Source: an optimization exercise on an open RTL-to-GDS flow (aim: small area, a short achievable clock period and few clock cycles). Production flows keep margins and buffers that such runs may drop. Where RTL was checked, it was by simulation tests only, not by an equivalence proof against the original. The RTL of runs 1 and 2 was laid out without a check of its function. Power figures rest on the tool's default switching activity, not on a simulated workload.

==> flow/design.v <==
module ga_add #(parameter N = 33) (
    input  wire [N-1:0] a,
    input  wire [N-1:0] b,
    input  wire         cin,
    output wire [N-1:0] s
);
    localparam L = $clog2(N);
    wire [N-1:0] p  = a ^ b;
    wire [N-1:0] g0 = a & b;
    wire [N-1:0] gg [0:2*L];
    wire [N-1:0] pp [0:L];
    assign gg[0] = {g0[N-1:1], g0[0] | (p[0] & cin)};
    assign pp[0] = p;
    genvar l, i;
    generate
        for (l = 0; l < L; l = l + 1) begin : up
            for (i = 0; i < N; i = i + 1) begin : bit_
                if (((i + 1) % (1 << (l + 1))) == 0) begin : c
                    assign gg[l+1][i] = gg[l][i] | (pp[l][i] & gg[l][i - (1 << l)]);
                    assign pp[l+1][i] = pp[l][i] & pp[l][i - (1 << l)];
                end else begin : k
                    assign gg[l+1][i] = gg[l][i];
                    assign pp[l+1][i] = pp[l][i];
                end
            end
        end
        for (l = L - 2; l >= 0; l = l - 1) begin : dn
            for (i = 0; i < N; i = i + 1) begin : bit_
                if ((i + 1 >= (3 << l)) && (((i + 1) % (1 << (l + 1))) == (1 << l))) begin : c
                    assign gg[2*L-1-l][i] = gg[2*L-2-l][i] | (pp[L][i] & gg[2*L-2-l][i - (1 << l)]);
                end else begin : k
                    assign gg[2*L-1-l][i] = gg[2*L-2-l][i];
                end
            end
        end
    endgenerate
    assign s = p ^ {gg[2*L-1][N-2:0], cin};
endmodule
module ga_cout #(parameter N = 33) (
    input  wire [N-1:0] a,
    input  wire [N-1:0] b,
    input  wire         cin,
    output wire         co
);
    localparam L = $clog2(N + 1);
    localparam M = 1 << L;
    wire [M-1:0] g0 = {{(M-N-1){1'b0}}, a & b, cin};
    wire [M-1:0] p0 = {{(M-N-1){1'b1}}, a ^ b, 1'b0};
    wire [M-1:0] gg [0:L];
    wire [M-1:0] pp [0:L];
    assign gg[0] = g0;
    assign pp[0] = p0;
    genvar l, i;
    generate
        for (l = 0; l < L; l = l + 1) begin : lv
            for (i = 0; i < (M >> (l + 1)); i = i + 1) begin : n
                assign gg[l+1][i] = gg[l][2*i+1] | (pp[l][2*i+1] & gg[l][2*i]);
                assign pp[l+1][i] = pp[l][2*i+1] & pp[l][2*i];
            end
            if (l + 1 <= L) begin : z
                assign gg[l+1][M-1:(M >> (l + 1))] = {(M - (M >> (l + 1))){1'b0}};
                assign pp[l+1][M-1:(M >> (l + 1))] = {(M - (M >> (l + 1))){1'b0}};
            end
        end
    endgenerate
    assign co = gg[L][0];
endmodule
module ga_core (
    input  wire        clk,
    input  wire        rst,
    input  wire [4:0]  reg_idx,
    input  wire        reg_wr,
    input  wire        reg_rd,
    input  wire [31:0] reg_wdata,
    output reg  [31:0] reg_rdata,
    output wire        pix_valid,
    input  wire        pix_ready,
    output wire [31:0] pix_x,
    output wire [31:0] pix_y
);
    reg [31:0] px0, py0, px1, py1, prm, canw, canh;
    reg        done;
    reg [1:0]  err;           
    localparam [3:0] S_IDLE = 4'd0, S_L1 = 4'd1, S_L2 = 4'd2, S_L3 = 4'd3,
                     S_L4 = 4'd4, S_L5 = 4'd5, S_L6 = 4'd6, S_L7 = 4'd7,
                     S_LRUN = 4'd8, S_D0 = 4'd9, S_DRUN = 4'd10,
                     S_L3A = 4'd11, S_L3B = 4'd12;
    reg [3:0]  st;
    wire       busy = (st != S_IDLE);
    reg [31:0] X;             
    reg [32:0] Y;             
    reg [32:0] E;             
    reg [32:0] P, Q;          
    reg [33:0] F;             
    reg [1:0]  j;             
    reg        gv;            
    reg        first;         
    reg        lc;            
    reg        steep, sxp, syp;
    wire       is_oper = (reg_idx >= 5'd2) && (reg_idx <= 5'd8);
    wire       cmd_wr  = reg_wr && (reg_idx == 5'd0);
    wire       w_line  = (reg_wdata == 32'd1);
    wire       w_disk  = (reg_wdata == 32'd2);
    wire       w_nop   = (reg_wdata == 32'd0);
    wire       w_clr   = (reg_wdata == 32'd15);
    wire       start   = cmd_wr && !busy && (err == 2'd0) && (w_line || w_disk);
    wire       swap = steep ? ~syp : ~sxp;
    wire       mneg = sxp ^ syp;
    reg        hsel, gax, gay, gh, gv3, s3;
    wire [32:0] h  = hsel ? Q : P;
    wire [32:0] v  = hsel ? P : Q;
    wire [32:0] hg = gh  ? h : 33'd0;
    wire [32:0] vg = gv3 ? v : 33'd0;
    wire [32:0] ax = gax ? {px0[31], px0} : 33'd0;
    wire [32:0] ay = gay ? {py0[31], py0} : 33'd0;
    wire [32:0] A1, A2, A3;
    ga_add #(33) u_a1 (.a(ax), .b(~hg), .cin(1'b1), .s(A1));
    ga_add #(33) u_a2 (.a(ax), .b(hg), .cin(1'b0), .s(A2));
    ga_add #(33) u_a3 (.a(ay), .b(vg ^ {33{s3}}), .cin(s3), .s(A3));
    reg        g1, l1, g2, fcin;
    wire [33:0] S1 = g1 ? {v, l1} : 34'd0;
    wire [33:0] S2 = g2 ? {~h, 1'b1} : 34'd0;
    wire [33:0] cs_s = F ^ S1 ^ S2;
    wire [33:0] cs_c = (F & S1) | (F & S2) | (S1 & S2);
    wire [33:0] FA;
    ga_add #(34) u_fa (.a(cs_s), .b({cs_c[32:0], fcin}), .cin(1'b0), .s(FA));
    wire        fneg = F[33];
    wire        sel  = ~F[33];
    wire [32:0] wx = {canw[31], canw};
    wire [32:0] hx = {canh[31], canh};
    wire        y_ge_h, x_ge_w;
    ga_cout #(33) u_yh (.a(Y ^ 33'h100000000), .b(~(hx ^ 33'h100000000)), .cin(1'b1), .co(y_ge_h));
    ga_cout #(33) u_xw (.a({1'b0, X} ^ 33'h100000000), .b(~(wx ^ 33'h100000000)), .cin(1'b1), .co(x_ge_w));
    wire        y_lt_h = ~y_ge_h;
    wire        x_lt_w = ~x_ge_w;
    wire        dvld   = gv && !Y[32] && y_lt_h && x_lt_w && !E[32];
    wire        dlast  = ({1'b0, X} == E) || ({1'b0, x_id} == wx);
    wire        dadv   = !dvld || (pix_ready && dlast);
    wire        eq_pq  = (P == Q);
    wire        eq_pq1 = (P == q_inc);
    wire        dend   = (j == 2'd0) && !lc;
    wire        guard  = (j == 2'd0) ? 1'b1 :
                         (j == 2'd1) ? (Q != 33'd0) : !eq_pq;
    wire        llast  = ((steep ? Y[31:0] : X) == E[31:0]);
    wire        lrun   = (st == S_LRUN);
    wire        xdec   = lrun & steep & mneg;
    wire        ydec   = ~steep & mneg;
    wire [31:0] x_id, y_id;
    wire [32:0] p_dec, q_inc;
    ga_add #(32) u_xi (.a(X), .b({32{xdec}}), .cin(~xdec), .s(x_id));
    ga_add #(32) u_yi (.a(Y[31:0]), .b({32{ydec}}), .cin(~ydec), .s(y_id));
    ga_add #(33) u_pd (.a(P), .b({33{sel}}), .cin(1'b0), .s(p_dec));
    ga_add #(33) u_qi (.a(Q), .b(33'd0), .cin(1'b1), .s(q_inc));
    assign pix_valid = (st == S_LRUN) || ((st == S_DRUN) && dvld);
    assign pix_x     = X;
    assign pix_y     = Y[31:0];
    wire fin = ((st == S_LRUN) && pix_ready && llast) ||
               ((st == S_DRUN) && dadv && dend);
    always @(*) begin
        hsel = 1'b0; gax = 1'b1; gay = 1'b1; gh = 1'b1; gv3 = 1'b1; s3 = 1'b0;
        g1 = 1'b0; l1 = 1'b0; g2 = 1'b0; fcin = 1'b0;
        case (st)
            S_L1: begin s3 = 1'b1; end
            S_L2: begin gax = 1'b0; gay = 1'b0; s3 = 1'b1; end
            S_L3: begin gay = 1'b0; gv3 = 1'b0; end
            S_L3A: begin hsel = 1'b1; g1 = 1'b1; g2 = 1'b1; fcin = 1'b1; end
            S_L4: begin gh = swap; gv3 = swap; s3 = ~syp; end
            S_L5: begin gh = ~swap; gv3 = ~swap; end
            S_L6: begin hsel = ~steep; gay = 1'b0; end
            S_L7: begin hsel = ~steep; g2 = 1'b1; fcin = 1'b1; end
            S_LRUN: begin hsel = ~steep; g1 = fneg; g2 = 1'b1; fcin = 1'b1; end
            S_D0: begin hsel = 1'b1; gay = 1'b0; s3 = 1'b1; end
            default: begin  
                hsel = j[1]; s3 = j[0];
                g1 = 1'b1; l1 = 1'b1; g2 = sel & ~first; fcin = sel & ~first;
            end
        endcase
    end
    always @(posedge clk) begin
        if (rst) begin
            px0 <= 32'd0; py0 <= 32'd0; px1 <= 32'd0; py1 <= 32'd0;
            prm <= 32'd0; canw <= 32'd0; canh <= 32'd0;
            done <= 1'b0; err <= 2'd0; st <= S_IDLE;
        end else begin
            if (reg_wr) begin
                if (busy && (cmd_wr || is_oper)) begin
                    if (err == 2'd0) err <= 2'd2;
                end else if (is_oper) begin
                    case (reg_idx)
                        5'd2: px0 <= reg_wdata;
                        5'd3: py0 <= reg_wdata;
                        5'd4: px1 <= reg_wdata;
                        5'd5: py1 <= reg_wdata;
                        5'd6: prm <= reg_wdata;
                        5'd7: canw <= reg_wdata;
                        default: canh <= reg_wdata;
                    endcase
                end else if (cmd_wr) begin
                    if (w_clr) err <= 2'd0;
                    else if (!(w_nop || w_line || w_disk)) begin
                        if (err == 2'd0) err <= 2'd1;
                    end
                end
            end
            if (start) done <= 1'b0;
            if (fin) done <= 1'b1;
            case (st)
                S_IDLE: begin
                    if (start) begin
                        if (w_disk) begin
                            P <= {prm[31], prm};
                            Q <= 33'd0;
                            j <= 2'd0; gv <= 1'b0; first <= 1'b1; lc <= ~prm[31];
                            st <= S_D0;
                        end else begin
                            P <= {px1[31], px1};
                            Q <= {py1[31], py1};
                            st <= S_L1;
                        end
                    end
                end
                S_L1: begin P <= A1; Q <= A3; st <= S_L2; end
                S_L2: begin
                    sxp <= P[32]; syp <= Q[32];
                    if (P[32]) P <= A1;
                    if (Q[32]) Q <= A3;
                    st <= S_L3;
                end
                S_L3: begin F <= {A3[32], A3}; st <= S_L3A; end
                S_L3A: begin F <= FA; st <= S_L3B; end
                S_L3B: begin steep <= F[33]; st <= S_L4; end
                S_L4: begin X <= sxp ? A2[31:0] : A1[31:0]; Y <= A3; st <= S_L5; end
                S_L5: begin E <= steep ? A3 : A2; st <= S_L6; end
                S_L6: begin F <= {A3[32], A3}; st <= S_L7; end
                S_L7: begin F <= FA; st <= S_LRUN; end
                S_LRUN: begin
                    if (pix_ready) begin
                        if (llast) st <= S_IDLE;
                        else begin
                            F <= FA;
                            if (!steep || fneg) X <= x_id;
                            if (steep || fneg) Y <= {1'b0, y_id};
                        end
                    end
                end
                S_D0: begin F <= {A3[32], A3}; st <= S_DRUN; end
                default: begin  
                    if (dadv) begin
                        if (dend) st <= S_IDLE;
                        else begin
                            X  <= A1[32] ? 32'd0 : A1[31:0];
                            E  <= A2;
                            Y  <= A3;
                            gv <= guard;
                            j  <= j + 2'd1;
                            if (j == 2'd3) begin
                                P <= p_dec;
                                Q <= q_inc;
                                lc <= !eq_pq && !(eq_pq1 && sel);
                            end
                            if (j == 2'd0) begin
                                F <= FA;
                                first <= 1'b0;
                            end
                        end
                    end else if (pix_ready) begin
                        X <= x_id;
                    end
                end
            endcase
        end
    end
    always @(*) begin
        case (reg_idx)
            5'd1: reg_rdata = {24'd0, 2'b00, err, 2'b00, done, busy};
            5'd2: reg_rdata = px0;
            5'd3: reg_rdata = py0;
            5'd4: reg_rdata = px1;
            5'd5: reg_rdata = py1;
            5'd6: reg_rdata = prm;
            5'd7: reg_rdata = canw;
            5'd8: reg_rdata = canh;
            default: reg_rdata = 32'd0;
        endcase
    end
endmodule
==> flow/run.sh <==
#!/bin/bash
# synth_recipe.tcl (not shown) runs the flow's synth.tcl, then flattens the netlist and writes it again
# the make line also repeats each setting of config.mk as NAME=value (left out here)
make -C /OpenROAD-flow-scripts/flow DESIGN_CONFIG=/design/flow/config.mk WORK_HOME=/design/flow/orfs CLKGATE_MAP_FILE= SYNTH_SCRIPT=/design/flow/synth_recipe.tcl finish
==> flow/config.mk <==
export PLATFORM = sky130hd
export DESIGN_NAME = ga_core
export DESIGN_NICKNAME = ga_core
export VERILOG_FILES = /design/flow/design.v
export SDC_FILE = /design/flow/constraint.sdc
export NUM_CORES = 4
export LEC_CHECK = 0
export CAP_MARGIN = 20
export CORE_MARGIN = 2
export CORE_UTILIZATION = 40
export SETUP_SLACK_MARGIN = 5
export SLEW_MARGIN = 20
==> flow/constraint.sdc <==
create_clock -name core_clock -period 11.0 [get_ports {clk}]
set_input_delay 2.2000 -clock core_clock [delete_from_list [all_inputs] [get_ports {clk}]]
set_output_delay 2.2000 -clock core_clock [all_outputs]
set_load 0.01 [all_outputs]
==> impl_metrics.yaml, run 1 <==
synth:
  netlist_instances: 4319
  syn-num-nets: 4775
  synth_ff_type: "dfxtp_1"
  yosysSeqAreaShare_pct: 29.2
  postSynthAreaPerCell_um2: 8.57
  yosysWarningCount: 5
  synth_cell_types: 84
  synth-edff-count: 206
  ys_async_sr_fraction_pct: 0
  syn_area_mm2: 0.0370
  synth_seq_cells: 437
timing:
  timing.final.setup_violations: 0
  tightest_slew_ps: 1250
  clock.fmax_mhz: 154
  finalWorstSetupSlack_ps: 4500
  setup_tns_ps: 0
  final.period_utilization_pct: 59.1
  hold_violations: 0
  finalCriticalPeriod_ps: 6500
  finalMaxSlewViolations: 0
  relSlewSlack_pct: 16.4
  rsz0062_at_grt: "true"
  skew_ps: 59.2
cts:
  clockBufferDepth: 3
  clkLatencyLatePin_ps: 670
  cts-buffers-inserted: 53
  cts_root_buf: "clkbuf_16"
  htreeDepth: 2
  cts.sinks: 437
  cts_tree: "yes"
  cts.clk_slew.worst_paths_ps: 60
grt:
  antenna_found_initial: 16
  use_met2_pct: 52.0
  grt_util_met1_pct: 48.2
  track_usage_pct: 36.5
  grt_busiest_layer: "met2"
  gr-usage-met3_pct: 11.9
  grt_max_degree: 139
  grt_pass1_vias: 32990
  grt_pass1_wl_um: 247000
  grt_overflow_total: 0
place:
  post-place-ws_ps: 2570
  gp_congestion: 1.03
  postPlaceCellArea_mm2: 0.0394
  io_buffers: 137
  dpl.hpwl_um: 126000
status:
  outcome: "no timing/DRC/antenna violations"
cells_and_area:
  syn2layout_area_growth_pct: 22.0
  post-route-cell-area_mm2: 0.0452
  final_cell_mix: "603 x nand2_1, 454 x a21oi_1, 296 x nor2_1, 261 x ha_1, 224 x dfxtp_1"
  final_common_cell: "nand2_1"
  fin_nets: 4898
  final_layout_size_suffix_gt1_share_pct: 15.8
  nFillCells: 8661
  fin_util_pct: 49.3
routing:
  drc_errors: 0
  routed_wl_um: 179000
  drt-initial-drc-count: 5580
  drt_pass1_iterations: 9
  ant_nets: 0
  wire_per_inst_um: 31.6
  via_per_inst: 6.36
  vias: 36137
power:
  peakVddDrop_v: 0.000259
  powerDensity_mw_per_mm2: 281
  switchingPower_mw: 6.18
  p_leak_nw: 18.2
  power_frac_comb_pct: 64.9
  design_power_total_mw: 12.7
  swShare_pct: 48.8
  clkPwrFrac_pct: 15.4
  internal_power_mw: 6.50
  p_seq_share_pct: 19.7
floorplanning:
  top_level_ports: 139
  start_util_pct: 40.4
  placementRows: 111
  core-area_mm2: 0.0917
  fp.dieArea_mm2: 0.0950
  die_h_um: 308
  die_x_um: 308
worst_setup_path:
  critPathRequiredTime_ps: 11340
  crit_path_start_kind: "primary input"
  crit_path_end_kind: "register"
  startpoint: "reg_wdata[27]"
  critPathMaxFanout: 9
  crit_arrival_ps: 6850
  crit_type: "in -> reg"
  rr_startpoint: "st[1]"
worst_hold_path:
  hp-class: "reg -> reg"
  min_from: "px0[12]"
run:
  drv_cap: 0
## synthesized netlist by cell type (29+ instances only)
cell type	n	area share [%]
inv_1	215	2.2
ha_1	283	9.6
xor2_1	185	4.4
mux2i_1	144	3.9
and3_1	54	0.91
buf_2	31	0.42
mux2_2	64	1.9
nand4_1	53	0.90
a221oi_1	35	0.83
fa_1	131	7.1
dfxtp_1	231	12
a221o_1	72	1.9
o211ai_1	29	0.59
or2_2	38	0.64
nand2_1	610	6.2
a21oi_1	478	6.5
nor2_1	314	3.2
edfxtp_1	206	17
a21o_1	63	1.3
nor3_1	52	0.70
nand3_1	39	0.53
clkbuf_1	236	2.4
a222oi_1	33	0.89
xnor2_1	173	4.1
and2_1	81	1.4
buf_4	34	0.69
nor4_1	49	0.83
o21ai_0	102	1.4
## state kept, by name, indices dropped and copies added (netlist names), 2 cells and up
| name | count |
|---|---|
| E | 33 |
| F | 34 |
| P | 33 |
| Q | 33 |
| X | 32 |
| Y | 33 |
| canh | 32 |
| canw | 32 |
| err | 2 |
| j | 2 |
| prm | 32 |
| px0 | 32 |
| px1 | 32 |
| py0 | 32 |
| py1 | 32 |
| st | 4 |
## layer usage
layer | vias to the layer above | part of all wire [%]
met5 | - | 0.043
met4 | 12 | 7.3
met3 | 537 | 14
met2 | 2552 | 40
met1 | 17596 | 39
li1 | 15440 | -
## power groups by stage
stage	clock network (mW)	logic, mW	registers [mW]
floorplan	0	4.46	2.36
global placement	0	6.80	2.51
detailed placement	0	6.89	2.51
CTS	1.94	7.34	2.48
global route	2.00	8.66	2.51
finish	1.95	8.24	2.50
## cells by family (layout without fill, tap and decap cells)
kind of cell / Yosys count / after routing / share of synthesized area [%]
AOI/OAI and AO/OA: 973 / 982 / 16.8
adders and majority gates: 415 / 415 / 16.7
buffers and inverters: 549 / 705 / 6.03
other: 0 / 10 / 0
xor gates and xnor gates: 358 / 358 / 8.47
DFF: 437 / 437 / 29.2
muxes: 208 / 208 / 5.84
and+or+nand+nor: 1379 / 1382 / 17.0
## metrics by stage
step | instances | hold slack [ps]
CTS | 5596 | 464
global route | 5674 | 485
detailed placement | 5380 | 455
floorplan | 4319 | 424
finish | 5683 | 462
global placement | 5380 | 452
## worst max-delay path, stage by stage
cell and delay, ps:
clkdlybuf4s50_1 720, nor4_1 470, nand2_1 160, or3_1 540, nor3_1 340, nand4b_1 590
nand2_1 370, nand2b_1 310, nor2_2 740, o22a_4 380
## cell type report
type | count | area, µm² | share of cell area [%]
Antenna cell | 10 | 25.0 | 0.0554
Clock buffer | 74 | 1590 | 3.52
Clock inverter | 26 | 322 | 0.712
Inverter | 217 | 827 | 1.83
Multi-Input combinational cell | 3345 | 25500 | 56.5
Sequential cell | 437 | 10800 | 24.0
Tap cell | 1186 | 1480 | 3.29
Timing Repair Buffer | 388 | 4560 | 10.1
## final timing paths
kind	cells after the start	slack, ps	endpoint
setup / recovery	10	4500	Q[1]
hold / removal	2	460	px0[12]
setup reg to reg	26	4500	F[33]
hold reg to reg	2	460	px0[12]
## timing repair
action / in CTS / in global routing
setup endpoints to repair: 397 / 320
setup buffers: 77 / 68
pin swaps: 83 / 62
gates resized for setup: 301 / 173
cloned: 39 / 8
hold buffers: 0 / 0
==> run 2: changes to the inputs <==
--- a/flow/design.v
+++ b/flow/design.v
@@ -97,4 +97,5 @@
     reg        first;         
     reg        lc;            
+    reg        wk;            
     reg        steep, sxp, syp;
     wire       is_oper = (reg_idx >= 5'd2) && (reg_idx <= 5'd8);
@@ -107,15 +108,16 @@
     wire       swap = steep ? ~syp : ~sxp;
     wire       mneg = sxp ^ syp;
-    reg        hsel, gax, gay, gh, gv3, s3;
+    reg        hsel, gax, gay, gh, gv3, s3, c3, gm1;
+    wire       lrun = (st == S_LRUN);
     wire [32:0] h  = hsel ? Q : P;
     wire [32:0] v  = hsel ? P : Q;
     wire [32:0] hg = gh  ? h : 33'd0;
     wire [32:0] vg = gv3 ? v : 33'd0;
-    wire [32:0] ax = gax ? {px0[31], px0} : 33'd0;
-    wire [32:0] ay = gay ? {py0[31], py0} : 33'd0;
+    wire [32:0] ax = gm1 ? {33{1'b1}} : gax ? {px0[31], px0} : 33'd0;
+    wire [32:0] ay = !gay ? 33'd0 : lrun ? Y : {py0[31], py0};
     wire [32:0] A1, A2, A3;
     ga_add #(33) u_a1 (.a(ax), .b(~hg), .cin(1'b1), .s(A1));
     ga_add #(33) u_a2 (.a(ax), .b(hg), .cin(1'b0), .s(A2));
-    ga_add #(33) u_a3 (.a(ay), .b(vg ^ {33{s3}}), .cin(s3), .s(A3));
+    ga_add #(33) u_a3 (.a(ay), .b(vg ^ {33{s3}}), .cin(c3), .s(A3));
     reg        g1, l1, g2, fcin;
     wire [33:0] S1 = g1 ? {v, l1} : 34'd0;
@@ -135,28 +137,26 @@
     wire        x_lt_w = ~x_ge_w;
     wire        dvld   = gv && !Y[32] && y_lt_h && x_lt_w && !E[32];
-    wire        dlast  = ({1'b0, X} == E) || ({1'b0, x_id} == wx);
+    wire [32:0] xw_p   = wx ^ ~{1'b0, X};
+    wire [32:0] xw_k   = wx | ~{1'b0, X};
+    wire        xw_last = (xw_p == {xw_k[31:0], 1'b0});
+    wire        eqE    = (((lrun & steep) ? Y[31:0] : X) == E[31:0]);
+    wire        dlast  = (eqE && !E[32]) || xw_last;
     wire        dadv   = !dvld || (pix_ready && dlast);
     wire        eq_pq  = (P == Q);
-    wire        eq_pq1 = (P == q_inc);
+    wire        eq_pq1 = (P == A3);
     wire        dend   = (j == 2'd0) && !lc;
     wire        guard  = (j == 2'd0) ? 1'b1 :
                          (j == 2'd1) ? (Q != 33'd0) : !eq_pq;
-    wire        llast  = ((steep ? Y[31:0] : X) == E[31:0]);
-    wire        lrun   = (st == S_LRUN);
+    wire        llast  = eqE;
     wire        xdec   = lrun & steep & mneg;
-    wire        ydec   = ~steep & mneg;
-    wire [31:0] x_id, y_id;
-    wire [32:0] p_dec, q_inc;
+    wire [31:0] x_id;
     ga_add #(32) u_xi (.a(X), .b({32{xdec}}), .cin(~xdec), .s(x_id));
-    ga_add #(32) u_yi (.a(Y[31:0]), .b({32{ydec}}), .cin(~ydec), .s(y_id));
-    ga_add #(33) u_pd (.a(P), .b({33{sel}}), .cin(1'b0), .s(p_dec));
-    ga_add #(33) u_qi (.a(Q), .b(33'd0), .cin(1'b1), .s(q_inc));
     assign pix_valid = (st == S_LRUN) || ((st == S_DRUN) && dvld);
     assign pix_x     = X;
     assign pix_y     = Y[31:0];
     wire fin = ((st == S_LRUN) && pix_ready && llast) ||
-               ((st == S_DRUN) && dadv && dend);
+               ((st == S_DRUN) && !wk && dadv && dend);
     always @(*) begin
-        hsel = 1'b0; gax = 1'b1; gay = 1'b1; gh = 1'b1; gv3 = 1'b1; s3 = 1'b0;
+        hsel = 1'b0; gax = 1'b1; gay = 1'b1; gh = 1'b1; gv3 = 1'b1; s3 = 1'b0; c3 = 1'b0; gm1 = 1'b0;
         g1 = 1'b0; l1 = 1'b0; g2 = 1'b0; fcin = 1'b0;
         case (st)
@@ -169,11 +169,14 @@
             S_L6: begin hsel = ~steep; gay = 1'b0; end
             S_L7: begin hsel = ~steep; g2 = 1'b1; fcin = 1'b1; end
-            S_LRUN: begin hsel = ~steep; g1 = fneg; g2 = 1'b1; fcin = 1'b1; end
+            S_LRUN: begin gv3 = 1'b0; s3 = ~steep & mneg; c3 = ~(~steep & mneg); hsel = ~steep; g1 = fneg; g2 = 1'b1; fcin = 1'b1; end
             S_D0: begin hsel = 1'b1; gay = 1'b0; s3 = 1'b1; end
             default: begin  
-                hsel = j[1]; s3 = j[0];
+                hsel = wk ? 1'b0 : j[1]; s3 = wk ? 1'b0 : j[0];
+                gax = !wk; gm1 = wk & sel; gay = !wk;
                 g1 = 1'b1; l1 = 1'b1; g2 = sel & ~first; fcin = sel & ~first;
             end
         endcase
+        if (st != S_LRUN) c3 = s3;
+        if (st == S_DRUN && wk) c3 = 1'b1;
     end
     always @(posedge clk) begin
@@ -211,5 +214,5 @@
                             P <= {prm[31], prm};
                             Q <= 33'd0;
-                            j <= 2'd0; gv <= 1'b0; first <= 1'b1; lc <= ~prm[31];
+                            j <= 2'd0; gv <= 1'b0; first <= 1'b1; lc <= ~prm[31]; wk <= 1'b0;
                             st <= S_D0;
                         end else begin
@@ -240,5 +243,5 @@
                             F <= FA;
                             if (!steep || fneg) X <= x_id;
-                            if (steep || fneg) Y <= {1'b0, y_id};
+                            if (steep || fneg) Y <= A3;
                         end
                     end
@@ -246,5 +249,14 @@
                 S_D0: begin F <= {A3[32], A3}; st <= S_DRUN; end
                 default: begin  
-                    if (dadv) begin
+                    if (wk) begin
+                        P  <= A2;
+                        Q  <= A3;
+                        lc <= !eq_pq && !(eq_pq1 && sel);
+                        wk <= 1'b0;
+                        if (dvld && pix_ready) begin
+                            if (dlast) gv <= 1'b0;
+                            else X <= x_id;
+                        end
+                    end else if (dadv) begin
                         if (dend) st <= S_IDLE;
                         else begin
@@ -254,9 +266,5 @@
                             gv <= guard;
                             j  <= j + 2'd1;
-                            if (j == 2'd3) begin
-                                P <= p_dec;
-                                Q <= q_inc;
-                                lc <= !eq_pq && !(eq_pq1 && sel);
-                            end
+                            if (j == 2'd3) wk <= 1'b1;
                             if (j == 2'd0) begin
                                 F <= FA;
==> run 2 against run 1 <==
Still clean on timing, DRC and antenna. Cell count shrank 6.1%. Core utilization shrank 0.90 points. Sequential power shrank 32%. Clock skew shrank 24 ps. Clock-buffer cell count grew 5. Sequential cell count grew 1. Largest power group is now the clock network.
==> impl_metrics.yaml, run 2 <==
routing:
  drc_errors: 0
  routed_wl_um: 162000
  ant_nets: 0
  wire_per_inst_um: 30.4
  drt_pass1_iterations: 6
  vias: 32738
  via_per_inst: 6.13
  drt-initial-drc-count: 4562
timing:
  clock.fmax_mhz: 149
  whs_ps: 453
  skew_ps: 34.9
  final.period_utilization_pct: 61.2
  tightest_slew_ps: 1210
  timing.final.setup_violations: 0
  relSlewSlack_pct: 17.1
  finalMaxSlewViolations: 0
  hold_violations: 0
  finalCriticalPeriod_ps: 6730
  rsz0062_at_grt: "true"
  finalWorstSetupSlack_ps: 4270
  setup_tns_ps: 0
power:
  swShare_pct: 23.6
  switchingPower_uw: 870
  design_power_total_mw: 3.69
  power_frac_comb_pct: 3.5
  peakVddDrop_v: 0.000115
  p_leak_nw: 15.8
  powerDensity_mw_per_mm2: 89.7
  internal_power_mw: 2.82
  clkPwrFrac_pct: 50.5
  p_seq_share_pct: 46.1
floorplanning:
  placementRows: 107
  start_util_pct: 40.3
  core-area_mm2: 0.0850
  top_level_ports: 139
  die_h_um: 297
  die_x_um: 297
  fp.dieArea_mm2: 0.0881
cells_and_area:
  syn2layout_area_growth_pct: 20.0
  largest_register_ffs: 34
  regMostFlops: "F"
  final_common_cell: "nand2_1"
  fin_nets: 4542
  final_layout_size_suffix_gt1_share_pct: 14.4
  nFillCells: 8187
  final_cells: 5337
  final_cell_mix: "717 x nand2_1, 395 x a21oi_1, 257 x inv_1, 229 x dfxtp_1, 214 x ha_1"
grt:
  grt_pass1_wl_um: 226000
  use_met2_pct: 50.1
  grt_util_met1_pct: 45.9
  grt_pass1_vias: 30506
  grt_max_degree: 107
  grt_busiest_layer: "met2"
  gr-usage-met3_pct: 13.3
  grt_overflow_total: 0
  track_usage_pct: 35.6
  antenna_found_initial: 8
synth:
  yosysTopAreaCell: "edfxtp_1"
  syn_area_mm2: 0.0343
  ys_top_cells_by_area: "edfxtp_1 18%, dfxtp_1 13%, ha_1 8.1%"
  synthMostInstantiatedCell: "nand2_1"
  synth_seq_cells: 438
  syn-num-nets: 4438
  ys_async_sr_fraction_pct: 0
  synth_cell_types: 83
  netlist_instances: 4044
  synth_ff_type: "dfxtp_1"
  yosysSeqAreaShare_pct: 31.6
  synth_top_area_share_pct: 18.1
  postSynthAreaPerCell_um2: 8.48
  synth-edff-count: 207
  yosysWarningCount: 5
  synth_commonest_cells: "726 x nand2_1, 413 x a21oi_1, 264 x inv_1, 231 x dfxtp_1, 222 x ha_1"
cts:
  clockBufferDepth: 3
  cts_tree: "yes"
  cts.clk_slew.worst_paths_ps: 70
  cts.sinks: 438
  cts-buffers-inserted: 53
  clkLatencyLatePin_ps: 640
  cts_root_buf: "clkbuf_16"
  htreeDepth: 2
worst_setup_path:
  crit_top_cell: "fa_2"
  critPathMaxFanout: 22
  crit_type: "reg -> reg"
  endpoint: "lc"
  r2r-end: "lc"
  crit_path_start_kind: "register"
  crit_path_end_kind: "register"
  cpMaxStageDelayCell: "fa_2"
  critPathRequiredTime_ps: 11340
  startpoint: "sxp"
  crit_arrival_ps: 7070
  worstRegToRegCells: 28
  reg2reg_slack_ps: 4270
  rr_startpoint: "sxp"
  slowest_delay_ps: 530
run:
  drv_cap: 0
place:
  gp_congestion: 1.06
  io_buffers: 137
  dpl.cell_count: 5097
  post-place-ws_ps: 2190
  dpl.hpwl_um: 117000
worst_hold_path:
  hp-class: "reg -> reg"
status:
  outcome: "no timing/DRC/antenna violations"
run 2: cell types whose count changed after synthesis, moves of 50 or more:
cell	delta
a21oi_1	-65
a221o_1	-66
ha_1	-61
mux2_2	-62
nand2_1	+116
nor2_1	-144
o21ai_0	+90
xnor2_1	-50
xor2_1	-74
run 2: repair_timing:
item                                    4_1_cts  5_1_grt
hold buffers                                  0        0
buffers inserted                             79       48
gates cloned                                 11        2
endpoints found under the setup margin      244      156
resized for setup                           295      172
pin swaps                                    53       78
run 2: routing by layer:
| layer | part of all wire, % | vias up |
|---|---|---|
| li1 | - | 14223 |
| met2 | 41 | 2201 |
| met5 | 0.11 | - |
| met4 | 7.5 | 14 |
| met1 | 38 | 15818 |
| met3 | 14 | 482 |
run 2: through the flow:
step / cell area [µm²] / utilization [%]
5_1_grt: 41100 / 48.4
4_1_cts: 40100 / 47.2
3_3_place_gp: 36400 / 42.9
6_report: 41100 / 48.4
3_5_place_dp: 36400 / 42.9
2_1_floorplan: 34300 / -
run 2: kinds of logic (layout without fill, tap and decap cells):
group                      after synthesis  in the layout  synth area share [%]
AOI/OAI and AO/OA                      992            993                  17.6
muxes                                  189            189                  5.53
and+or+nand+nor                       1277           1278                  16.8
other                                    0              5                     0
adders and majority gates              353            353                  15.7
buffers and inverters                  561            703                  6.72
xor gates and xnor gates               234            234                  5.98
DFF                                    438            438                  31.6
run 2: final cells by class:
type	instances	area [µm²]	share of cell area [%]
multi-input combinational	3047	22600	55.1
sequential	438	10800	26.4
timing repair buffer	341	3380	8.22
clock buffer	79	1660	4.03
tap	1144	1430	3.48
inverter	266	1010	2.45
clock inverter	16	139	0.338
antenna	5	12.5	0.0304
timing repair inverter	1	5.00	0.0122
run 2: critical path: cells and delay by family (launching register included):
family | cells | cell delay [ps]
fa+ha+maj | 3 | 1050
flops | 1 | 350
simple gates | 9 | 1480
xor+xnor | 2 | 430
mux | 1 | 80
buf+inv | 2 | 640
compound gates | 11 | 2410
run 2: power by group through the flow:
stage	combinational (mW)	sequential [mW]	clock, mW
after CTS	0.123	1.70	1.86
after floorplan	0.0648	1.73	0
final	0.129	1.70	1.86
after global placement	0.108	1.74	0
after global routing	0.133	1.70	1.92
after detailed placement	0.108	1.74	0
run 2: worst min-delay path by stage:
stage	from	end	slack (ps)	depth (start not counted)
after floorplan	F[33]	steep	420	0
after global placement	canw[5]	canw[5]	440	2
after detailed placement	canw[5]	canw[5]	450	2
after CTS	canw[5]	canw[5]	450	2
after global routing	px1[3]	px1[3]	480	2
final	canw[5]	canw[5]	450	2
==> run 3: changes to the inputs <==
--- a/flow/design.v
+++ b/flow/design.v
@@ -5,5 +5,5 @@
     output wire [N-1:0] s
 );
-    localparam L = $clog2(N);
+    localparam L = (N <= 2) ? 1 : (N <= 4) ? 2 : (N <= 8) ? 3 : (N <= 16) ? 4 : (N <= 32) ? 5 : (N <= 64) ? 6 : 7;   
     wire [N-1:0] p  = a ^ b;
     wire [N-1:0] g0 = a & b;
@@ -43,5 +43,5 @@
     output wire         co
 );
-    localparam L = $clog2(N + 1);
+    localparam L = (N < 2) ? 1 : (N < 4) ? 2 : (N < 8) ? 3 : (N < 16) ? 4 : (N < 32) ? 5 : (N < 64) ? 6 : 7;   
     localparam M = 1 << L;
     wire [M-1:0] g0 = {{(M-N-1){1'b0}}, a & b, cin};
@@ -106,5 +106,6 @@
     wire       w_clr   = (reg_wdata == 32'd15);
     wire       start   = cmd_wr && !busy && (err == 2'd0) && (w_line || w_disk);
-    wire       swap = steep ? ~syp : ~sxp;
+    wire       stp  = (st == S_L4) ? F[33] : steep;    
+    wire       swap = stp ? ~syp : ~sxp;
     wire       mneg = sxp ^ syp;
     reg        hsel, gax, gay, gh, gv3, s3, c3, gm1;
@@ -142,10 +143,14 @@
     wire        eqE    = (((lrun & steep) ? Y[31:0] : X) == E[31:0]);
     wire        dlast  = (eqE && !E[32]) || xw_last;
-    wire        dadv   = !dvld || (pix_ready && dlast);
+    wire        dnext  = !dvld || dlast;         
+    wire        dgo    = !dvld || pix_ready;     
     wire        eq_pq  = (P == Q);
-    wire        eq_pq1 = (P == A3);
+    wire [32:0] pq_p   = P ^ ~Q;
+    wire [32:0] pq_k   = P | ~Q;
+    wire        eq_pq1 = (pq_p == {pq_k[31:0], 1'b0});
     wire        dend   = (j == 2'd0) && !lc;
-    wire        guard  = (j == 2'd0) ? 1'b1 :
-                         (j == 2'd1) ? (Q != 33'd0) : !eq_pq;
+    wire        qz     = (Q == 33'd0);
+    wire        skip23 = ((j == 2'd0) && qz) ? eq_pq : ((j == 2'd1) && eq_pq);
+    wire [1:0]  jnext  = skip23 ? 2'd0 : ((j == 2'd0) && qz) ? 2'd2 : j + 2'd1;
     wire        llast  = eqE;
     wire        xdec   = lrun & steep & mneg;
@@ -156,5 +161,5 @@
     assign pix_y     = Y[31:0];
     wire fin = ((st == S_LRUN) && pix_ready && llast) ||
-               ((st == S_DRUN) && !wk && dadv && dend);
+               ((st == S_DRUN) && dgo && !wk && dnext && dend);
     always @(*) begin
         hsel = 1'b0; gax = 1'b1; gay = 1'b1; gh = 1'b1; gv3 = 1'b1; s3 = 1'b0; c3 = 1'b0; gm1 = 1'b0;
@@ -163,5 +168,5 @@
             S_L1: begin s3 = 1'b1; end
             S_L2: begin gax = 1'b0; gay = 1'b0; s3 = 1'b1; end
-            S_L3: begin gay = 1'b0; gv3 = 1'b0; end
+            S_IDLE: begin gay = 1'b0; gv3 = 1'b0; end
             S_L3A: begin hsel = 1'b1; g1 = 1'b1; g2 = 1'b1; fcin = 1'b1; end
             S_L4: begin gh = swap; gv3 = swap; s3 = ~syp; end
@@ -219,4 +224,5 @@
                             P <= {px1[31], px1};
                             Q <= {py1[31], py1};
+                            F <= {A3[32], A3};    
                             st <= S_L1;
                         end
@@ -228,10 +234,8 @@
                     if (P[32]) P <= A1;
                     if (Q[32]) Q <= A3;
-                    st <= S_L3;
-                end
-                S_L3: begin F <= {A3[32], A3}; st <= S_L3A; end
-                S_L3A: begin F <= FA; st <= S_L3B; end
-                S_L3B: begin steep <= F[33]; st <= S_L4; end
-                S_L4: begin X <= sxp ? A2[31:0] : A1[31:0]; Y <= A3; st <= S_L5; end
+                    st <= S_L3A;
+                end
+                S_L3A: begin F <= FA; st <= S_L4; end
+                S_L4: begin steep <= F[33]; X <= sxp ? A2[31:0] : A1[31:0]; Y <= A3; st <= S_L5; end
                 S_L5: begin E <= steep ? A3 : A2; st <= S_L6; end
                 S_L6: begin F <= {A3[32], A3}; st <= S_L7; end
@@ -249,4 +253,5 @@
                 S_D0: begin F <= {A3[32], A3}; st <= S_DRUN; end
                 default: begin  
+                    if (dgo) begin
                     if (wk) begin
                         P  <= A2;
@@ -254,9 +259,9 @@
                         lc <= !eq_pq && !(eq_pq1 && sel);
                         wk <= 1'b0;
-                        if (dvld && pix_ready) begin
+                        if (dvld) begin
                             if (dlast) gv <= 1'b0;
                             else X <= x_id;
                         end
-                    end else if (dadv) begin
+                    end else if (dnext) begin
                         if (dend) st <= S_IDLE;
                         else begin
@@ -264,7 +269,7 @@
                             E  <= A2;
                             Y  <= A3;
-                            gv <= guard;
-                            j  <= j + 2'd1;
-                            if (j == 2'd3) wk <= 1'b1;
+                            gv <= 1'b1;
+                            j  <= jnext;
+                            if ((j == 2'd3) || skip23) wk <= 1'b1;
                             if (j == 2'd0) begin
                                 F <= FA;
@@ -272,6 +277,7 @@
                             end
                         end
-                    end else if (pix_ready) begin
+                    end else begin
                         X <= x_id;
+                    end
                     end
                 end
--- a/flow/config.mk
+++ b/flow/config.mk
@@ -8,5 +8,5 @@
 export CAP_MARGIN = 20
 export CORE_MARGIN = 2
-export CORE_UTILIZATION = 40
-export SETUP_SLACK_MARGIN = 5
+export CORE_UTILIZATION = 65
+export SETUP_SLACK_MARGIN = 4
 export SLEW_MARGIN = 20
==> run 3 against run 2 <==
Largest cell class unchanged. Clock power barely moved. Critical path depth fell by 7. Largest power group is now combinational logic. Clock-buffer cell count fell by 16. Clock skew fell by 16 ps. Fmax fell by 5.0%. Sequential power rose by 54%. Worst setup slack got worse by 350 ps. First-iteration DRC count rose by 51%.
==> impl_metrics.yaml, run 3 <==
timing:
  rsz0062_at_grt: "true"
  setup_tns_ps: 0
  final.period_utilization_pct: 64.4
  whs_ps: 472
  tightest_slew_ps: 1230
  hold_violations: 0
  finalMaxSlewViolations: 0
  clock.fmax_mhz: 141
  timing.final.setup_violations: 0
  skew_ps: 19.0
  finalCriticalPeriod_ps: 7080
  relSlewSlack_pct: 17.9
worst_hold_path:
  hp-class: "reg -> reg"
  hold_end: "px1[14]"
  min_from: "px1[14]"
  hold-path-cell-count: 2
routing:
  wire_per_inst_um: 30.8
  drc_errors: 0
  routed_wl_um: 143000
  drt_pass1_iterations: 10
  ant_nets: 0
  via_per_inst: 7.08
  drt-initial-drc-count: 6899
  vias: 32824
cells_and_area:
  final_layout_size_suffix_gt1_share_pct: 6.56
  final_cell_mix: "711 x nand2_1, 412 x a21oi_1, 286 x inv_1, 254 x ha_1, 228 x dfxtp_1"
  fin_util_pct: 72.6
  syn2layout_area_growth_pct: 10.4
  nFillCells: 3789
  post-route-cell-area_mm2: 0.0372
  regMostFlops: "F"
  largest_register_ffs: 34
  final_common_cell: "nand2_1"
  fin_nets: 4332
cts:
  cts_tree: "yes"
  htreeDepth: 2
  cts.sinks: 438
  cts.clk_slew.worst_paths_ps: 70
  cts_root_buf: "clkbuf_16"
  clockBufferDepth: 3
  clkLatencyLatePin_ps: 620
  cts_hold_buf: 0
  cts-buffers-inserted: 49
synth:
  synth_commonest_cells: "713 x nand2_1, 414 x a21oi_1, 286 x inv_1, 254 x ha_1, 231 x dfxtp_1"
  synth_seq_cells: 438
  postSynthAreaPerCell_um2: 8.55
  ys_top_cells_by_area: "edfxtp_1 18%, dfxtp_1 14%, ha_1 9.4%"
  ys_async_sr_fraction_pct: 0
  yosysSeqAreaShare_pct: 32.2
  synth_ff_type: "dfxtp_1"
  syn_area_mm2: 0.0337
  synthMostInstantiatedCell: "nand2_1"
  synth_top_area_share_pct: 18.4
  yosysWarningCount: 5
  yosysTopAreaCell: "edfxtp_1"
  syn-num-nets: 4369
  netlist_instances: 3943
  synth_cell_types: 86
  synth-edff-count: 207
grt:
  track_usage_pct: 52.3
  antenna_found_initial: 12
  grt_pass1_wl_um: 204000
  grt_overflow_total: 0
  grt_max_degree: 112
  grt_pass1_vias: 31205
worst_setup_path:
  cpMaxStageDelayCell: "or4_1"
  crit_arrival_ps: 7360
  crit_path_end_kind: "register"
  critPathRequiredTime_ps: 11280
  slowest_delay_ps: 660
  crit_top_cell: "buf_4"
  r2r-end: "P[30]"
  crit_type: "reg -> reg"
  critical_path.cell_chain: "buf_4, nor4b_2, buf_6, mux2_2, mux2i_1, xnor2_1, nor3b_2, buf_4, or2_2, ha_1, or4_1, and4b_1, o211ai_1, a21o_1, a31oi_1, a311o_1, a21oi_1, o21bai_1, fa_1, nand2_1, o221ai_1"
  reg2reg_slack_ps: 3920
  crit_path_start_kind: "register"
  critPathMaxFanout: 33
  rr_startpoint: "st[3]"
  worstRegToRegCells: 21
floorplanning:
  top_level_ports: 139
  start_util_pct: 65.7
  placementRows: 83
  die_h_um: 232
  fp.dieArea_mm2: 0.0537
  die_x_um: 232
  core-area_mm2: 0.0513
power:
  peakVddDrop_v: 0.000189
  internal_power_mw: 5.28
  clkPwrFrac_pct: 18.2
  powerDensity_mw_per_mm2: 272
  design_power_total_mw: 10.1
  switchingPower_mw: 4.85
  swShare_pct: 47.9
  p_leak_nw: 15.2
  p_seq_share_pct: 25.9
  power_frac_comb_pct: 55.9
run:
  drv_cap: 0
place:
  gp_congestion: 1.10
  postPlaceCellArea_mm2: 0.0353
  dpl.hpwl_um: 105000
  io_buffers: 137
status:
  outcome: "no timing/DRC/antenna violations"
[run 3: cell types whose count changed in the layout (fill, tap and decap cells not counted), moves of 28 or more]
cell             previous run  this run
clkdlybuf4s50_1            97       135
ha_1                      214       254
o21ai_0                   169       135
inv_1                     257       286
nand3_1                    31        59
o22ai_1                    41        13
a22oi_1                    22        66
nor2b_1                    50        19
nor2_1                    150       197
buf_4                     157        45
[run 3: critical path, delay by kind of cell, from the launching register on]
kind	cells	cell delay [ps]
multiplexers	2	530
XOR/XNOR	1	160
adder cells (fa/ha/maj)	2	860
AO/OA/AOI/OAI	7	1890
flip-flops	1	290
AND/OR/NAND/NOR	6	2010
buffers and inverters	3	970
[run 3: cell families (layout without fill, tap and decap cells)]
group / after synthesis / count (layout) / synth area share, %
flip-flops: 438 / 438 / 32.2
AND/OR/NAND/NOR: 1277 / 1278 / 16.9
adder cells (fa/ha/maj): 384 / 384 / 17.1
other: 0 / 10 / 0
XOR/XNOR: 218 / 218 / 5.66
buffers and inverters: 568 / 571 / 6.89
AO/OA/AOI/OAI: 914 / 914 / 16.9
multiplexers: 144 / 144 / 4.31
[run 3: area by class of cell]
class | count | area (µm²) | share of cell area [%]
well taps | 680 | 851 | 2.29
inverters | 286 | 1070 | 2.88
diodes | 10 | 25.0 | 0.0672
repair buffers | 193 | 1870 | 5.03
clock inverters | 29 | 378 | 1.02
multi-input cells | 2938 | 20800 | 55.9
flip-flops and latches | 438 | 10800 | 29.1
clock buffers | 63 | 1370 | 3.68
[run 3: how the worst max path moves through the flow]
stage               startpoint    end  slack (ps)  cells past startpoint
CTS                         wk  F[33]        3840                     25
global route             st[0]  F[33]        3980                     25
global placement         st[2]   X[6]        3360                     20
detailed placement       st[2]  F[33]        3130                     25
finish                   st[3]  P[30]        3920                     21
floorplan                st[1]  F[33]        4810                     28
[run 3: what timing repair did]
action,CTS,global route
resized for setup,14,15
cloned,1,0
setup endpoints to repair,138,46
pin swaps,2,0
buffers inserted,3,2
[run 3: metrics by stage]
step                cells  setup WS (ps)
floorplan            3943           4810
finish               4637           3920
CTS                  4625           3840
global placement     4528           3360
detailed placement   4529           3130
global route         4627           3980
[run 3: power groups by stage]
stage                     combinational (mW)  sequential, mW  clock (mW)
final                                   5.67            2.62        1.84
after global routing                    5.94            2.62        1.88
after CTS                               5.36            2.59        1.81
after detailed placement                5.28            2.62           0
after global placement                  5.13            2.61           0
after floorplan                         3.60            2.43           0
[run 3: metal layers]
layer  vias to the layer above  part of all wire [%]  GRT usage, %
li1                      13521                     -             -
met3                       803                    18          22.5
met5                         -                 0.064         0.460
met4                        14                   8.1          30.4
met2                      3172                    40          73.4
met1                     15314                    34          66.9
Testbench counts of run 3, summed over its fixed seeds: cycles 289,441.
==> run 4: changes to the inputs <==
--- a/flow/config.mk
+++ b/flow/config.mk
@@ -9,4 +9,4 @@
 export CORE_MARGIN = 2
 export CORE_UTILIZATION = 65
-export SETUP_SLACK_MARGIN = 4
+export SETUP_SLACK_MARGIN = 5
 export SLEW_MARGIN = 20
==> run 4 against run 3 <==
Sequential share of layout area fell by 1.3 points. Clock-buffer cell count fell by 3. Clock power fell by 3%. Sequential power fell by 2%. Routed wire length rose by 5.4%. Die area did not move. Power rose by 3.9%. Via count rose by 4.1%. Register-to-register slack improved by 980 ps. Global-route usage rose by 2.1 points. Core utilization rose by 3.3 points. Critical path type unchanged. Critical endpoint is now P[23]. Highest routed layer unchanged.
==> impl_metrics.yaml, run 4 <==
routing:
  via_per_inst: 7.20
  routed_wl_um: 151000
  drt_pass1_iterations: 11
  vias: 34172
  wire_per_inst_um: 31.8
  drc_errors: 0
  ant_nets: 0
  drt-initial-drc-count: 6473
timing:
  clock.fmax_mhz: 164
  hold_violations: 0
  final.period_utilization_pct: 55.5
  relSlewSlack_pct: 23.5
  tightest_slew_ps: 1150
  rsz0062_at_grt: "true"
  finalMaxSlewViolations: 0
  setup_tns_ps: 0
  finalCriticalPeriod_ps: 6100
  timing.final.setup_violations: 0
  skew_ps: 27.8
synth:
  netlist_instances: 3943
  syn-num-nets: 4369
  ys_async_sr_fraction_pct: 0
  synth_commonest_cells: "713 x nand2_1, 414 x a21oi_1, 286 x inv_1, 254 x ha_1, 231 x dfxtp_1"
  synth_cell_types: 86
  synth_seq_cells: 438
  synth-edff-count: 207
  yosysTopAreaCell: "edfxtp_1"
  yosysWarningCount: 5
  ys_top_cells_by_area: "edfxtp_1 18%, dfxtp_1 14%, ha_1 9.4%"
  synth_top_area_share_pct: 18.4
  postSynthAreaPerCell_um2: 8.55
  synthMostInstantiatedCell: "nand2_1"
  yosysSeqAreaShare_pct: 32.2
  syn_area_mm2: 0.0337
  synth_ff_type: "dfxtp_1"
worst_setup_path:
  critPathMaxFanout: 16
  reg2reg_slack_ps: 4900
  r2r-end: "P[23]"
  rr_startpoint: "st[3]"
  worstRegToRegCells: 24
  crit_arrival_ps: 6510
  crit_path_start_kind: "register"
  crit_type: "reg -> reg"
  crit_path_end_kind: "register"
  critPathRequiredTime_ps: 11410
power:
  p_leak_nw: 16.1
  design_power_total_mw: 10.5
  peakVddDrop_v: 0.000213
  powerDensity_mw_per_mm2: 271
place:
  io_buffers: 137
  dpl.hpwl_um: 104000
  gp_congestion: 1.11
cts:
  cts_tree: "yes"
  cts.sinks: 438
  cts.clk_slew.worst_paths_ps: 60
  clockBufferDepth: 3
  cts-buffers-inserted: 50
  cts_hold_buf: 0
  htreeDepth: 2
  cts_root_buf: "clkbuf_16"
  clkLatencyLatePin_ps: 650
grt:
  grt_pass1_wl_um: 212000
  grt_overflow_total: 0
  grt_pass1_vias: 32093
  antenna_found_initial: 16
  track_usage_pct: 54.4
  grt_max_degree: 84
worst_hold_path:
  hold-path-cell-count: 2
  min_from: "canw[5]"
  hp-class: "reg -> reg"
  hold_end: "canw[5]"
run:
  drv_cap: 0
cells_and_area:
  final_layout_size_suffix_gt1_share_pct: 11.5
  largest_register_ffs: 34
  regMostFlops: "F"
  syn2layout_area_growth_pct: 15.4
  final_cell_mix: "712 x nand2_1, 407 x a21oi_1, 280 x inv_1, 243 x ha_1, 229 x dfxtp_1"
  final_common_cell: "nand2_1"
  fin_nets: 4440
floorplanning:
  fp.dieArea_mm2: 0.0537
  placementRows: 83
  core-area_mm2: 0.0513
  die_h_um: 232
  die_x_um: 232
  top_level_ports: 139
  start_util_pct: 65.7
status:
  outcome: "no timing/DRC/antenna violations"
==> run 4: cell counts after synthesis <==
No cell type changed its count.
==> run 4: repair_timing <==
item                       4_1_cts  5_1_grt
pin swaps                       28       37
hold endpoints to repair         0        0
setup buffers                   39       54
setup endpoints to repair      221      226
resized for setup              144      141
cloned                          12        4
==> run 4: final cells by class <==
type,instances,area (µm²)
Timing Repair Buffer,299,3010
Clock inverter,32,358
Multi-Input combinational cell,2939,21400
Sequential cell,438,10800
Inverter,286,1080
Tap cell,680,851
Fill cell,3472,12400
Clock buffer,60,1330
Antenna cell,10,25.0
==> run 4: worst max-delay path by stage <==
| stage | from | to | slack, ps | depth (start not counted) |
|---|---|---|---|---|
| 2_1_floorplan | st[1] | F[33] | 5110 | 28 |
| 3_3_place_gp | wk | F[33] | 3380 | 24 |
| 3_5_place_dp | wk | F[33] | 3270 | 24 |
| 4_1_cts | reg_idx[3] | reg_rdata[31] | 4790 | 8 |
| 5_1_grt | st[3] | F[30] | 4870 | 24 |
| 6_report | st[3] | P[23] | 4900 | 24 |
==> run 4: metrics by stage <==
stage	cells	setup WS (ps)	utilization [%]	hold WS [ps]	area, µm²
6_report	4744	4900	75.8	477	38900
5_1_grt	4735	4870	75.8	484	38900
4_1_cts	4676	4790	74.0	472	38000
3_5_place_dp	4533	3270	68.8	464	35300
3_3_place_gp	4532	3380	68.7	455	35300
2_1_floorplan	3943	5110	-	424	33700
==> run 4: critical path, cell delays in order, from the launching register on <==
cell      delay (ps)
dfxtp_4          350
buf_12           150
nor4b_4          300
buf_6            140
mux2_2           340
mux2i_1          140
xnor2_1          280
nor3b_4           90
buf_4            160
clkbuf_4         200
or2_2            380
ha_1             240
or3_1            350
o211ai_1         380
a21oi_2          100
buf_4            180
a21oi_4          260
nand2_1          130
a21o_1           210
a21o_1           190
fa_1             430
xnor2_2          190
o21ai_0          250
a221oi_2          80
a21oi_1          350
==> run 4: cells by family after synthesis <==
family | synth area share (%)
AO/OA/AOI/OAI | 16.9
XOR/XNOR | 5.66
AND/OR/NAND/NOR | 16.9
multiplexers | 4.31
flip-flops | 32.2
adder cells (fa/ha/maj) | 17.1
buffers and inverters | 6.89
==> run 4: routing by layer <==
| layer | part of all wire [%] | vias up | GRT usage [%] |
|---|---|---|---|
| met5 | 0.15 | - | 1.56 |
| met4 | 9.7 | 14 | 36.6 |
| met3 | 18 | 988 | 25.0 |
| met2 | 39 | 3411 | 76.0 |
| met1 | 33 | 16016 | 66.8 |
| li1 | - | 13743 | - |
==> run 4: power breakdown <==
| group | total, mW | switching (mW) | internal [mW] | leakage [nW] |
|---|---|---|---|---|
| sequential | 2.58 | 0.326 | 2.25 | 3.78 |
| clock | 1.79 | 0.783 | 1.01 | 0.827 |
| combinational | 6.15 | 3.94 | 2.21 | 11.5 |
==> run 5: changes to the inputs <==
--- a/flow/config.mk
+++ b/flow/config.mk
@@ -6,7 +6,7 @@
 export NUM_CORES = 4
 export LEC_CHECK = 0
-export CAP_MARGIN = 20
+export CAP_MARGIN = 10
 export CORE_MARGIN = 2
 export CORE_UTILIZATION = 65
 export SETUP_SLACK_MARGIN = 5
-export SLEW_MARGIN = 20
+export SLEW_MARGIN = 10
==> run 5 against run 4 <==
Worst hold slack lost 5.5 ps. Clock power is essentially flat. Sequential share of layout area shrank 0.19 points. Combinational power grew 2%. Still clean on timing, DRC and antenna. Area after synthesis is the same. Critical path depth grew 4. Routed wire length grew 1.9%. Largest power group unchanged. Highest routed layer unchanged. First-iteration DRC count grew 2.7%. Sequential power is essentially flat. Register-to-register slack lost 280 ps. Non-clock buffer count grew 11.
==> impl_metrics.yaml, run 5 <==
synth:
  synth_seq_cells: 438
  ys_async_sr_fraction_pct: 0
  netlist_instances: 3943
  synth_cell_types: 86
  synth_commonest_cells: "713 x nand2_1, 414 x a21oi_1, 286 x inv_1, 254 x ha_1, 231 x dfxtp_1"
  yosysWarningCount: 5
  synth_ff_type: "dfxtp_1"
  synth-edff-count: 207
  syn-num-nets: 4369
  syn_area_mm2: 0.0337
  yosysSeqAreaShare_pct: 32.2
  synth_top_area_share_pct: 18.4
  synthMostInstantiatedCell: "nand2_1"
  ys_top_cells_by_area: "edfxtp_1 18%, dfxtp_1 14%, ha_1 9.4%"
  yosysTopAreaCell: "edfxtp_1"
  postSynthAreaPerCell_um2: 8.55
cts:
  cts.clk_slew.worst_paths_ps: 60
  cts-buffers-inserted: 49
  htreeDepth: 2
  cts_hold_buf: 0
  cts.sinks: 438
  clkLatencyLatePin_ps: 630
  cts_root_buf: "clkbuf_16"
  cts_tree: "yes"
  clockBufferDepth: 3
floorplanning:
  die_x_um: 232
  fp.dieArea_mm2: 0.0537
  core-area_mm2: 0.0513
  placementRows: 83
  die_h_um: 232
  top_level_ports: 139
  start_util_pct: 65.7
worst_setup_path:
  cpMaxStageDelayCell: "a21oi_1"
  crit_path_start_kind: "register"
  reg2reg_slack_ps: 4620
  crit_arrival_ps: 6730
  worstRegToRegCells: 28
  slowest_delay_ps: 510
  critPathMaxFanout: 10
  rr_startpoint: "st[1]"
  r2r-end: "F[27]"
  crit_path_end_kind: "register"
  critPathRequiredTime_ps: 11350
  crit_type: "reg -> reg"
grt:
  grt_pass1_wl_um: 213000
  grt_max_degree: 84
  grt_overflow_total: 0
  antenna_found_initial: 12
  grt_pass1_vias: 32080
  track_usage_pct: 54.7
place:
  dpl.cell_count: 4532
  io_buffers: 137
  dpl.hpwl_um: 104000
  gp_congestion: 1.11
cells_and_area:
  fin_nets: 4450
  fin_util_pct: 76.3
  largest_register_ffs: 34
  final_cells: 4750
  final_cell_mix: "712 x nand2_1, 403 x a21oi_1, 282 x inv_1, 242 x ha_1, 229 x dfxtp_1"
  regMostFlops: "F"
  final_common_cell: "nand2_1"
  final_layout_size_suffix_gt1_share_pct: 12.4
  syn2layout_area_growth_pct: 16.2
timing:
  timing.final.setup_violations: 0
  hold_violations: 0
  tightest_slew_ps: 1250
  finalMaxSlewViolations: 0
  relSlewSlack_pct: 16.5
  rsz0062_at_grt: "true"
  finalCriticalPeriod_ps: 6380
  setup_tns_ps: 0
  whs_ps: 471
  skew_ps: 29.8
  final.period_utilization_pct: 58.0
  clock.fmax_mhz: 157
run:
  drv_cap: 0
routing:
  routed_wl_um: 154000
  vias: 34382
  ant_nets: 0
  wire_per_inst_um: 32.3
  via_per_inst: 7.24
  drt_pass1_iterations: 13
  drc_errors: 0
  drt-initial-drc-count: 6647
power:
  peakVddDrop_v: 0.000190
  p_leak_nw: 16.1
  internal_power_mw: 5.55
  powerDensity_mw_per_mm2: 272
  power_frac_comb_pct: 59.0
  switchingPower_mw: 5.12
  p_seq_share_pct: 24.2
  clkPwrFrac_pct: 16.7
  swShare_pct: 48.0
worst_hold_path:
  hp-class: "reg -> reg"
  hold-path-cell-count: 2
  min_from: "py1[5]"
  hold_end: "py1[5]"
status:
  outcome: "no timing/DRC/antenna violations"
run 5: what timing repair did:
| action | CTS | global route |
|---|---|---|
| buffers inserted | 41 | 63 |
| setup endpoints to repair | 288 | 249 |
| pin swaps | 27 | 43 |
| gates cloned | 12 | 5 |
| gates resized for setup | 159 | 196 |
run 5: worst max-delay path by stage:
| stage | end | slack [ps] | cells after the start | from |
|---|---|---|---|---|
| after CTS | F[33] | 4880 | 26 | st[1] |
| after detailed placement | F[33] | 3200 | 24 | wk |
| final | F[27] | 4620 | 28 | st[1] |
| after global routing | F[27] | 4560 | 28 | st[1] |
| after floorplan | F[33] | 5110 | 28 | st[1] |
| after global placement | F[33] | 3380 | 24 | wk |
run 5: worst max-delay path, delay by kind of cell (launching register included):
kind,cells,cell delay [ps]
AO/OA/AOI/OAI,8,1850
XOR/XNOR,3,740
adder cells (fa/ha/maj),3,890
buffers and inverters,6,850
flip-flops,1,350
multiplexers,2,480
AND/OR/NAND/NOR,6,940
run 5: cell type report:
cell class | count | area, µm²
Fill cell | 3477 | 12100
Inverter | 286 | 1080
Clock buffer | 60 | 1360
Antenna cell | 5 | 12.5
Tap cell | 680 | 851
Multi-Input combinational cell | 2939 | 21500
Clock inverter | 32 | 324
Sequential cell | 438 | 10800
Timing Repair Buffer | 310 | 3150
run 5: through the flow:
| step | instance area, µm² | setup slack (ps) | total power [mW] |
|---|---|---|---|
| floorplan | 33700 | 5110 | 6.04 |
| finish | 39200 | 4620 | 10.7 |
| detailed placement | 35300 | 3200 | 7.87 |
| global route | 39200 | 4560 | 10.9 |
| CTS | 38000 | 4880 | 9.84 |
| global placement | 35300 | 3380 | 7.68 |
run 5: layer usage:
metal  up-vias  wire, µm  track usage [%]
met4        18     15500             38.2
met2      3494     59400             75.5
met1     16034     49600             67.7
li1      13754         -                -
met5         -       153                0
met3      1082     28900             24.7
run 5: cells by family after synthesis:
family,Yosys count,share of synthesized area [%]
and+or+nand+nor,1277,16.9
AOI/OAI and AO/OA,914,16.9
xor gates and xnor gates,218,5.66
buffers and inverters,568,6.89
adders and majority gates,384,17.1
muxes,144,4.31
DFF,438,32.2
run 5: power groups by stage:
stage | logic, mW | registers, mW | clock network [mW]
6_report | 6.29 | 2.58 | 1.78
5_1_grt | 6.53 | 2.59 | 1.81
4_1_cts | 5.53 | 2.56 | 1.74
3_5_place_dp | 5.28 | 2.60 | 0
3_3_place_gp | 5.10 | 2.58 | 0
2_1_floorplan | 3.60 | 2.43 | 0

[port drivers added, routing unchanged]
The flow's constraints put no driver on any port. The routed layouts listed below were extracted and timed again, unchanged, in two steps. Step 1, drivers: a clkbuf_16 drives clk and a buf_2 each remaining input, both assumed. Step 2 adds t to the input delays and takes it off the output delays; t is the mean of the earliest and latest rising clock arrival at the registers after step 1. Input paths then give back, and output paths get back, about the clock's delay inside the block. a / b / c = no drivers / after step 1 / after step 2; a / b = the first two.
run	shift t [ns]	setup slack, ns	latest minus earliest clock arrival (ns)	worst register clock-pin slew, ns	worst slew at a driven data input, ns
run 1	0.718	4.497 / 4.504 / 3.831	0.059 / 0.059	0.07 / 0.07	0.08
run 2	0.693	4.272 / 4.272 / 4.023	0.035 / 0.035	0.07 / 0.07	0.22
run 3	0.666	3.920 / 3.920 / 3.920	0.022 / 0.022	0.07 / 0.07	0.05
run 4	0.693	4.900 / 4.887 / 4.289	0.030 / 0.030	0.07 / 0.07	0.04
run 5	0.680	4.618 / 4.618 / 4.213	0.030 / 0.030	0.07 / 0.07	0.05
After both steps every run listed still meets setup and hold. For run 1, which loses most, drivers alone change the setup slack by +0.007 ns; drivers and shift together by -0.666 ns.
